Context: an optimization exercise on an open-source flow, tuned for small area, a short achievable clock period and few clock cycles per item. The choices shown serve that exercise and are no tape-out recipe. In this exercise RTL edits were held to simulation tests only and were not proved equivalent to the original.

==> job 2942: inputs <==
// luniasm_core
module luniasm_core (
    input  wire        clk,
    input  wire        rst,
    input  wire        tick_valid,
    input  wire        load_valid,
    input  wire [15:0] code_size,
    output wire        ready,
    output reg         done,
    output reg  [2:0]  status,
    output wire [31:0] ip,
    output wire [8:0]  sp,
    output wire [15:0] prog_addr,
    input  wire [7:0]  prog_rdata,
    output reg  [7:0]  stk_addr,
    output reg         stk_we,
    output reg  [31:0] stk_wdata,
    input  wire [31:0] stk_rdata,
    output wire [15:0] dmem_addr,
    output wire        dmem_we,
    output wire [31:0] dmem_wdata,
    input  wire [31:0] dmem_rdata
);
Settings: LEC_CHECK=0, CAP_MARGIN=20, CORE_MARGIN=2, CORE_UTILIZATION=40, SETUP_SLACK_MARGIN=5, SLEW_MARGIN=20; clock period 10.0 ns.
run.sh (not shown) runs the stock make flow with config.mk's settings and CLKGATE_MAP_FILE= SYNTH_SCRIPT=/design/flow/synth_recipe.tcl, a recipe that flattens the netlist after the stock synthesis.
==> job 1022: changes against job 2942 <==
--- a/flow/design.v
+++ b/flow/design.v
@@ -52,12 +52,15 @@
     reg        fv;         
     reg [31:0] T0, T1;
     reg        v0, v1;
     reg        pw0, pw1, pws;   
     reg        rdv, rdx, lkill;
     reg [7:0]  rda;
+    reg [1:0]  rk;         
+    reg [2:0]  rdd;        
+    reg        rddok;      
     reg [4:0]  state;
     reg [7:0]  opr;
     reg [7:0]  opb;        
     reg        opq;        
     reg [1:0]  icnt;
     reg        dp, t4f, ovf;
@@ -74,21 +77,38 @@
     assign sp         = sp_q;
     assign prog_addr  = fp;
     assign dmem_addr  = T0[15:0];
     assign dmem_we    = dwe;
     assign dmem_wdata = T1;
     assign ready      = ina && fv;
+    function [8:0] radd9;
+        input [8:0] a, b;
+        input       ci;
+        integer i;
+        reg c;
+        begin
+            c = ci;
+            for (i = 0; i < 9; i = i + 1) begin
+                radd9[i] = a[i] ^ b[i] ^ c;
+                c = (a[i] & b[i]) | (c & (a[i] ^ b[i]));
+            end
+        end
+    endfunction
     wire        in_a  = ina;
     wire [8:0]  sp_c  = (in_a && rs) ? 9'd256 : sp_q;
     wire [16:0] ipe   = (in_a && rs) ? 17'd0 : ip_q[16:0];
     wire [16:0] ipe1  = ipe + 17'd1;
     wire        fz    = (fp == 16'd0);
     wire        nrs   = opq ? (fp == 16'd1 || cs1) : fz;
     wire        fwrap = ({1'b0, fp} + 17'd1 == {1'b0, csize});
     wire [15:0] fnext = fwrap ? 16'd0 : fp + 16'd1;
     wire [7:0]  op    = in_a ? (opq ? opb : prog_rdata) : opr;
+    wire [8:0] spn1 = radd9(sp_q, 9'd0, 1'b1);
+    wire [8:0] spn2 = radd9(sp_q, 9'd1, 1'b1);
+    wire [8:0] spn3 = radd9(sp_q, 9'd2, 1'b1);
+    wire [8:0] spnm = radd9(sp_q, 9'h1FF, 1'b0);
     wire u1 = (sp_c == 9'd256);
     wire u2 = (sp_c >= 9'd255);
     wire u3 = (sp_c >= 9'd254);
     wire [16:0] rem  = {1'b0, csize} - ipe;    
     wire t4_1 = (rem < 17'd2);
     wire t4_2 = (rem < 17'd3);
@@ -141,52 +161,63 @@
             2'd0:    j3take = jd[32] | jeq;       
             2'd1:    j3take = jeq;                
             default: j3take = !jeq;               
         endcase
     end
     reg       rd_issue, rd_ex;
+    reg [1:0] rd_k;
     wire      land  = rdv && !rdx && !lkill;
-    wire      lhit0 = land && (rda == sp_q[7:0]);
-    wire      lhit1 = land && (rda == sp_q[7:0] + 8'd1);
-    wire      v0e   = v0 || lhit0;
-    wire      v1e   = v1 || lhit1;
-    wire      le0   = land && ({1'b0, rda} == sp_c);
-    wire      le1   = land && ({1'b0, rda} == sp_c + 9'd1);
-    wire      le2   = land && ({1'b0, rda} == sp_c + 9'd2);
+    wire [2:0] lrel = {1'b0, rk} - rdd;
+    wire      lok   = land && rddok && !(in_a && rs);
+    wire      le0   = lok && (lrel == 3'd0);
+    wire      le1   = lok && (lrel == 3'd1);
+    wire      le2   = lok && (lrel == 3'd2);
+    wire      v0e   = v0;
+    wire      v1e   = v1;
     wire      wr_ok = !in_a || tick_valid || load_valid;
+    wire [7:0] sa1 = sp_q[7:0] + 8'd1;
+    wire [7:0] sa2 = sp_q[7:0] + 8'd2;
+    wire [7:0] saT = sp_q[7:0] + T0[7:0];
+    reg        as0, as1, as2, asT, asL;
     always @* begin
         stk_we    = 1'b0;
-        stk_addr  = sp_q[7:0] + 8'd2;
         stk_wdata = T1;
         rd_issue  = 1'b0;
         rd_ex     = 1'b0;
+        rd_k      = 2'd2;
+        as0 = 1'b0; as1 = 1'b0; as2 = 1'b0; asT = 1'b0; asL = 1'b0;
         if (pw0 || pw1 || pws) begin
             stk_we = 1'b1;
             if (pw0) begin
-                stk_addr  = sp_q[7:0];
+                as0       = 1'b1;
                 stk_wdata = T0;
             end else if (pw1) begin
-                stk_addr  = sp_q[7:0] + 8'd1;
+                as1       = 1'b1;
             end else begin
-                stk_addr  = sp_q[7:0] + T0[7:0];
+                asT       = 1'b1;
             end
         end else if (state == S_LDS) begin
             rd_issue  = 1'b1;
             rd_ex     = 1'b1;
-            stk_addr  = sp_q[7:0] + 8'd1 + T0[7:0];
-        end else if (!(in_a && rs)) begin
-            if (!v0e && !sp_q[8]) begin
-                rd_issue = 1'b1;
-                stk_addr = sp_q[7:0];
-            end else if (!v1e && sp_q < 9'd255) begin
+            asL       = 1'b1;
+        end else begin
+            if (!(in_a && rs) && !v0e && !sp_q[8]) begin
                 rd_issue = 1'b1;
-                stk_addr = sp_q[7:0] + 8'd1;
-            end else if (sp_q < 9'd254) begin
+                rd_k     = 2'd0;
+                as0      = 1'b1;
+            end else if (!(in_a && rs) && !v1e && sp_q < 9'd255) begin
                 rd_issue = 1'b1;
+                rd_k     = 2'd1;
+                as1      = 1'b1;
+            end else begin
+                rd_issue = !(in_a && rs) && sp_q < 9'd254;
+                as2      = 1'b1;
             end
         end
+        stk_addr = ({8{as0}} & sp_q[7:0]) | ({8{as1}} & sa1) | ({8{as2}} & sa2) |
+                   ({8{asT}} & saT) | ({8{asL}} & lsum[7:0]);
     end
     reg [31:0] nT0, nT1;
     reg        nv0, nv1;
     reg [8:0]  nsp;
     reg [2:0]  dsp;       
     localparam [2:0] D_KEEP = 3'd0, D_0 = 3'd1, D_P1 = 3'd2, D_P2 = 3'd3,
@@ -484,13 +515,13 @@
                         nT0 = stk_rdata;
                         nv0 = 1'b1;
                         pw0 <= 1'b1;
                         fin = 1'b1;
                     end
                     S_J3: begin
-                        if (rdv && !lkill && rda == sp_q[7:0] + 8'd2) begin
+                        if (le2) begin
                             dsp = D_P3; nv0 = 1'b0; nv1 = 1'b0;
                             jmp = j3take;
                             fin = 1'b1;
                         end else begin
                             hold = 1'b1;
                         end
@@ -606,21 +637,28 @@
                       (nstate == S_DNEG);
             xk1    <= (nstate == S_UN) && (op[3:0] == 4'h4);
             xkm1   <= (nstate == S_UN) && (op[3:0] == 4'h5);
             asub_r <= (nstate == S_SUB) || (nstate == S_DIV) || (nstate == S_DS1) ||
                       (nstate == S_DS2) || (nstate == S_DNEG) ||
                       ((nstate == S_UN) && (op[3:0] == 4'hD || op[3:0] == 4'hE));
+            rk    <= rd_k;
+            rddok <= (dsp == D_KEEP) || (dsp != D_RST && !(in_a && rs));
             case (dsp)
-                D_KEEP:  nsp = sp_q;
-                D_0:     nsp = sp_c;
-                D_P1:    nsp = sp_c + 9'd1;
-                D_P2:    nsp = sp_c + 9'd2;
-                D_P3:    nsp = sp_c + 9'd3;
-                D_M1:    nsp = sp_c - 9'd1;
-                default: nsp = 9'd256;
+                D_P1:    rdd <= 3'd1;
+                D_P2:    rdd <= 3'd2;
+                D_P3:    rdd <= 3'd3;
+                D_M1:    rdd <= 3'b111;
+                default: rdd <= 3'd0;
             endcase
+            nsp = ({9{dsp == D_KEEP}} & sp_q) |
+                  ({9{dsp == D_0}}    & sp_c) |
+                  ({9{dsp == D_P1}}   & spn1) |
+                  ({9{dsp == D_P2}}   & spn2) |
+                  ({9{dsp == D_P3}}   & spn3) |
+                  ({9{dsp == D_M1}}   & ((in_a && rs) ? 9'd255 : spnm)) |
+                  ({9{dsp == D_RST}}  & 9'd256);
             case (dsp)
                 D_KEEP, D_0: begin to0 = le0; to1 = le1; end
                 D_P1:        begin to0 = le1; to1 = le2; end
                 D_P2:        begin to0 = le2; to1 = 1'b0; end
                 D_M1:        begin to0 = 1'b0; to1 = le0; end
                 default:     begin to0 = 1'b0; to1 = 1'b0; end
==> impl_results.md <==
* Critical Path Max Stage Delay at 620 ps
* Worst R2R Setup Slack at 4620 ps
* Hold Path End: ip_q[23]
* Clock-pin slew on the worst setup and hold paths at 70 ps
* Yosys reg bits at 237
* Syn Inst Count at 4761
* Total Wirelength at 223000 µm
* Worst vdd ir at 169 µV
* Outcome: no timing/DRC/antenna violations
* Die area at 86200 µm²
* Mux contribution to synthesized area at 0.0539
Source of the figures above: job 2942

==> impl_results.md <==
* Die area at 85400 µm²
* Worst vdd ir at 173 µV
* Syn Inst Count at 4690
* Critical Path Max Stage Delay at 400 ps
* Yosys reg bits at 235
* Hold Path End: status[1]
* Outcome: no timing/DRC/antenna violations
* Total Wirelength at 228000 µm
* Mux contribution to synthesized area at 0.0566
* Clock-pin slew on the worst setup and hold paths at 60 ps
Source of the figures above: job 1022

Testbench counts of job 2942, summed over its fixed seeds: cycles 48,348, ticks 23,680.
Testbench counts of job 1022, summed over its fixed seeds: cycles 48,406, ticks 23,680.

==> port drivers added, routing unchanged <==
In the flow no input, the clock included, has a driving cell. The finished layouts below were timed again as built, in two steps.
Step 1 (the two cells are an assumption about what drives the block):
set clk [get_ports {clk}]
set_driving_cell -lib_cell sky130_fd_sc_hd__clkbuf_16 $clk
set_driving_cell -lib_cell sky130_fd_sc_hd__buf_2 [delete_from_list [all_inputs] $clk]
Step 2 moves the port delays by t, midway between the first and last clock arrival at a register: inputs arrive t later, outputs are due t later. That takes back most of the time a late clock gives input paths.
Slacks: no drivers / after step 1 / after step 2; pairs: no drivers / after step 1.
run | t, ns | slack for setup (ns) | pins driven straight from the clock port
job 2942 | 0.655 | 4.620 / 4.603 / 4.049 | 1
job 1022 | 0.668 | 4.198 / 4.251 / 3.582 | 1
After both steps setup and hold are still met in every run listed. For job 1022, which loses most, drivers alone change the setup slack by +0.053 ns; drivers and shift together by -0.616 ns.
